Background: an optimization exercise with open tools, aiming at small area, a short achievable clock period and few clock cycles. Do not read the settings as production practice.
At most, simulation tests tie the RTL to the original design; equivalence was not proved.
The clock input has no modelled driver; a real chip could not lean on it and would need a root buffer or a full tree.
Power and IR drop assume default switching activity.

==> flow/design.v <==
module pyfpga_codec (
    input  wire        clk,
    input  wire        rst,           
    input  wire        cmd_valid,
    input  wire [49:0] cmd_word,      
    output wire        cmd_ready,
    output wire        rsp_valid,
    output wire [2:0]  rsp_status,
    output wire [31:0] rsp_data,
    output wire        tx_valid,
    output wire [7:0]  tx_data,
    output wire        link_poll,
    input  wire [7:0]  link_avail,
    output wire        rx_pop,
    input  wire [7:0]  rx_byte
);
    reg         ready;        
    reg         txv;          
    reg         poll;         
    reg         pop;          
    reg         rspv;         
    reg  [3:0]  cnt;          
    reg         vphase;       
    reg         plst;         
    reg         rxl;          
    reg         mv;           
    reg  [1:0]  op;
    reg  [12:0] ahi;          
    reg  [2:0]  pa;           
    reg  [31:0] pd;           
    reg  [7:0]  txq;
    reg  [2:0]  st;
    wire        op_ok    = cmd_word[49] | cmd_word[48];
    wire        accept   = cmd_valid & ready & op_ok;
    wire        wvw      = op[1] & op[0] & ~vphase;   
    wire        zd       = ~op[1] | vphase;           
    wire        av_hi0, av_mid0, av_lo0, avail_ok;
    pyfpga_codec_nor3  u_av_hi  (.a(link_avail[7]), .b(link_avail[6]), .c(link_avail[5]), .y(av_hi0));
    pyfpga_codec_nor2  u_av_mid (.a(link_avail[4]), .b(link_avail[3]), .y(av_mid0));
    pyfpga_codec_nand3 u_av_lo  (.a(link_avail[2]), .b(link_avail[1]), .c(link_avail[0]), .y(av_lo0));
    pyfpga_codec_nand3 u_av     (.a(av_hi0), .b(av_mid0), .c(av_lo0), .y(avail_ok));
    wire        tx_last  = (cnt[2:0] == 3'd7);
    wire        rx_last  = (cnt[2:0] == 3'd6);
    wire [2:0]  nidx = cnt[2:0] & {3{txv}};
    reg  [6:0]  nbyte;
    always @(*) begin
        case (nidx)
            3'd0:    nbyte = {1'b0, ahi[12:7]};
            3'd1:    nbyte = ahi[6:0];
            3'd2:    nbyte = zd ? {pa, 4'b0000} : {pa, pd[31:28]};
            default: nbyte = zd ? 7'd0 : {pa, pd[31:28]};
        endcase
    end
    wire        pl_in  = pop & zd;
    wire [6:0]  pl_low = pl_in ? rx_byte[6:0] : {pa, pd[31:28]};
    wire [34:0] pl_sh  = {pd[27:0], pl_low};
    wire [34:0] pl_nx  = ready ? cmd_word[34:0] : pl_sh;
    wire [34:0] pl_d;
    wire        pl_ld  = ready | mv;
    assign pl_d[34:32] = pl_ld ? pl_nx[34:32] : pa;
    genvar i;
    generate
        for (i = 0; i < 32; i = i + 1) begin : g_pl
            pyfpga_codec_mux3 u_next (.q(pd[i]), .sh(pl_sh[i]), .ld(cmd_word[i]),
                                      .mv(pl_ld), .sel_ld(ready), .y(pl_d[i]));
        end
    endgenerate
    wire        bad    = rx_byte[7] ^ cnt[0];      
    wire        err_n  = st[1] | bad;
    wire [6:0]  dx     = rx_byte[6:0] ^ {pa, pd[31:28]};
    wire        cml    = vphase & (cnt[2] | cnt[1]);                
    wire        cmh    = vphase & (cnt[2] | (cnt[1] & cnt[0]));     
    wire        diff   = (cmh & (|dx[6:4])) | (cml & (|dx[3:0]));
    wire [2:0]  st_nx = poll ? {1'b0, ~avail_ok, ~avail_ok} : {(st[2] | diff) & ~err_n, err_n, 1'b0};
    wire        rb_ok    = rxl & wvw & ~st[1] & ~rx_byte[7];    
    wire        finish   = (plst & ~avail_ok) | (rxl & ~rb_ok);
    always @(posedge clk) begin
        if (rst) begin
            ready <= 1'b1;
            txv   <= 1'b0;
            poll  <= 1'b0;
            pop   <= 1'b0;
            rspv  <= 1'b0;
            plst  <= 1'b0;
            rxl   <= 1'b0;
        end else begin
            ready <= ready ? ~accept : finish;
            txv   <= accept | (txv & ~tx_last) | rb_ok;
            poll  <= (txv & tx_last) | (poll & ~plst & ~avail_ok);
            pop   <= (poll & avail_ok) | (pop & ~rx_last);
            rspv  <= finish;
            plst  <= poll & (cnt == 4'd8);
            rxl   <= pop & (cnt[2:0] == 3'd5);
        end
    end
    always @(posedge clk) begin
        if (ready | (pop & rx_last))
            cnt <= 4'd1;
        else if ((txv & tx_last) | (poll & avail_ok))
            cnt <= 4'd0;
        else
            cnt <= cnt + 4'd1;
        mv   <= (txv | pop) & (cnt[2:0] >= 3'd1) & (cnt[2:0] <= 3'd5);
        if (ready)
            vphase <= 1'b0;
        else if (rb_ok)
            vphase <= 1'b1;
        pa <= pl_d[34:32];
        pd <= pl_d[31:0];
        if (ready) begin
            op  <= cmd_word[49:48];
            ahi <= cmd_word[47:35];
            txq <= {1'b0, cmd_word[49], cmd_word[47:42]};
        end else begin
            txq <= {nidx[0], nbyte};
        end
        st <= st_nx;
    end
    assign cmd_ready  = ready;
    assign rsp_valid  = rspv;
    assign rsp_status = st;
    assign rsp_data   = pd;
    assign tx_valid   = txv;
    assign tx_data    = txq;
    assign link_poll  = poll;
    assign rx_pop     = pop;
endmodule
module pyfpga_codec_nor2 (input wire a, input wire b, output wire y);
    assign y = ~(a | b);
endmodule
module pyfpga_codec_nor3 (input wire a, input wire b, input wire c, output wire y);
    assign y = ~(a | b | c);
endmodule
module pyfpga_codec_nand3 (input wire a, input wire b, input wire c, output wire y);
    assign y = ~(a & b & c);
endmodule
module pyfpga_codec_mux3 (
    input  wire q,        
    input  wire sh,       
    input  wire ld,       
    input  wire mv,       
    input  wire sel_ld,   
    output wire y
);
    assign y = mv ? (sel_ld ? ld : sh) : q;
endmodule
Settings: LEC_CHECK=0, CAP_MARGIN=20, CORE_MARGIN=2, CORE_UTILIZATION=65, PLACE_DENSITY=0.75, SETUP_SLACK_MARGIN=2.8, SLEW_MARGIN=20, SYNTH_HIERARCHICAL=1, SYNTH_MINIMUM_KEEP_SIZE=0; clock period 4.5 ns.
standard.sh (not shown) runs the stock make flow with config.mk's settings and CLKGATE_MAP_FILE= SYNTH_SCRIPT=/design/flow/synth_recipe.tcl, a recipe that flattens the netlist after the stock synthesis.
==> flow/flow/run.sh <==
#!/bin/bash
set -euo pipefail
here=$(pwd)
bash standard.sh "BUFFER_PORTS_ARGS=-buffer_cell sky130_fd_sc_hd__buf_1" \
  "PRE_CTS_TCL=$here/flow/flat_cts.tcl" finish > standard_flow.log 2>&1
==> flow/flow/flat_cts.tcl <==
set nbuf 3
if {[info exists ::env(CTS_FLAT_BUFS)]} { set nbuf $::env(CTS_FLAT_BUFS) }
set block [ord::get_db_block]
set db [ord::get_db]
set clk_port [lindex [all_clocks] 0]
set clk_name [get_property [lindex [get_property $clk_port sources] 0] name]
set clk_net [$block findNet $clk_name]
set master [$db findMaster sky130_fd_sc_hd__clkbuf_16]

# the clock pins the port drives, sorted by x
set sinks {}
foreach it [$clk_net getITerms] {
  set inst [$it getInst]
  set loc [$inst getLocation]
  lappend sinks [list [lindex $loc 0] [lindex $loc 1] $it]
}
set sinks [lsort -integer -index 0 $sinks]
set n [llength $sinks]
puts "flat_cts: $n clock pins, $nbuf buffers"

for {set k 0} {$k < $nbuf} {incr k} {
  set lo [expr {$k * $n / $nbuf}]
  set hi [expr {($k + 1) * $n / $nbuf - 1}]
  set grp [lrange $sinks $lo $hi]
  set sx 0; set sy 0
  foreach s $grp { incr sx [lindex $s 0]; incr sy [lindex $s 1] }
  set cx [expr {$sx / [llength $grp]}]
  set cy [expr {$sy / [llength $grp]}]
  set buf [odb::dbInst_create $block $master "clkbuf_flat_$k"]
  set net [odb::dbNet_create $block "clknet_flat_$k"]
  $net setSigType CLOCK
  [$buf findITerm A] connect $clk_net
  [$buf findITerm X] connect $net
  foreach s $grp {
    set it [lindex $s 2]
    $it disconnect
    $it connect $net
  }
  $buf setLocation $cx $cy
  $buf setPlacementStatus PLACED
  puts "flat_cts: clkbuf_flat_$k drives [llength $grp] pins from ($cx, $cy)"
}
$clk_net setSigType CLOCK

# TritonCTS is not run: the tree above is the clock tree
proc clock_tree_synthesis {args} { puts "flat_cts: clock_tree_synthesis skipped" }
set_propagated_clock [all_clocks]
Testbench counts at the start, summed over its fixed seeds: cycles 68,159.
Change:
--- a/flow/design.v
+++ b/flow/design.v
@@ -52,19 +52,19 @@
         endcase
     end
     wire        pl_in  = pop & zd;
     wire [6:0]  pl_low = pl_in ? rx_byte[6:0] : {pa, pd[31:28]};
     wire [34:0] pl_sh  = {pd[27:0], pl_low};
-    wire [34:0] pl_nx  = ready ? cmd_word[34:0] : pl_sh;
+    wire [34:0] pl_q   = {pa, pd};
     wire [34:0] pl_d;
-    wire        pl_ld  = ready | mv;
-    assign pl_d[34:32] = pl_ld ? pl_nx[34:32] : pa;
+    wire        pl_hold  = ~ready & ~mv;
+    wire        pl_shift = ~ready & mv;
     genvar i;
     generate
-        for (i = 0; i < 32; i = i + 1) begin : g_pl
-            pyfpga_codec_mux3 u_next (.q(pd[i]), .sh(pl_sh[i]), .ld(cmd_word[i]),
-                                      .mv(pl_ld), .sel_ld(ready), .y(pl_d[i]));
+        for (i = 0; i < 35; i = i + 1) begin : g_pl
+            pyfpga_codec_sel3 u_next (.q(pl_q[i]), .sh(pl_sh[i]), .ld(cmd_word[i]),
+                                      .h(pl_hold), .s(pl_shift), .l(ready), .y(pl_d[i]));
         end
     endgenerate
     wire        bad    = rx_byte[7] ^ cnt[0];      
     wire        err_n  = st[1] | bad;
     wire [6:0]  dx     = rx_byte[6:0] ^ {pa, pd[31:28]};
@@ -132,15 +132,16 @@
     assign y = ~(a | b | c);
 endmodule
 module pyfpga_codec_nand3 (input wire a, input wire b, input wire c, output wire y);
     assign y = ~(a & b & c);
 endmodule
-module pyfpga_codec_mux3 (
+module pyfpga_codec_sel3 (
     input  wire q,        
     input  wire sh,       
     input  wire ld,       
-    input  wire mv,       
-    input  wire sel_ld,   
+    input  wire h,
+    input  wire s,
+    input  wire l,
     output wire y
 );
-    assign y = mv ? (sel_ld ? ld : sh) : q;
+    assign y = (q & h) | (sh & s) | (ld & l);
 endmodule
Result: Total power came out lower by 5.6%; cell count is lower by 4.8%; worst setup slack gets better by 0.034 ns; design area is lower by 4.1%; utilization goes up by 2.2 points; worst hold slack got worse by 0.0083 ns; via count rises by 3.5%; die area shrinks by 4.8%; wire length climbs by 6.0%; first-iteration DRC count climbs to 3.4 times its value; critical path depth shrinks by 5; maximum frequency goes up by 2.0%; synthesized cell count came out lower by 5.9%.
No functional check of the RTL was part of the second run of this note. In every run of this note, the design's own scripts or RTL, not TritonCTS, make the clock network.

==> afterwards: timing with drivers on the ports <==
The flow's constraints put no driver on any port. The routed layouts listed below were extracted and timed again, unchanged, in two steps. Step 1 assumes that a clkbuf_16 drives the clock port and a buf_2 every other input. Step 2 also shifts input and output timing later by t, the mid clock arrival at the registers, as if the neighbouring blocks saw the same clock. Three values: ideal ports, drivers, drivers and shift; two values: the first two.
run	t, ns	setup slack, ns	hold slack, ns	worst register clock-pin slew, ns
the first run	0.208	2.798 / 2.779 / 2.620	0.502 / 0.502 / 0.502	0.09 / 0.09
the second run	0.211	2.831 / 2.775 / 2.652	0.494 / 0.494 / 0.494	0.10 / 0.10
After both steps every run listed still meets setup and hold. For the second run, which loses most, drivers alone change the setup slack by -0.056 ns; drivers and shift together by -0.179 ns.
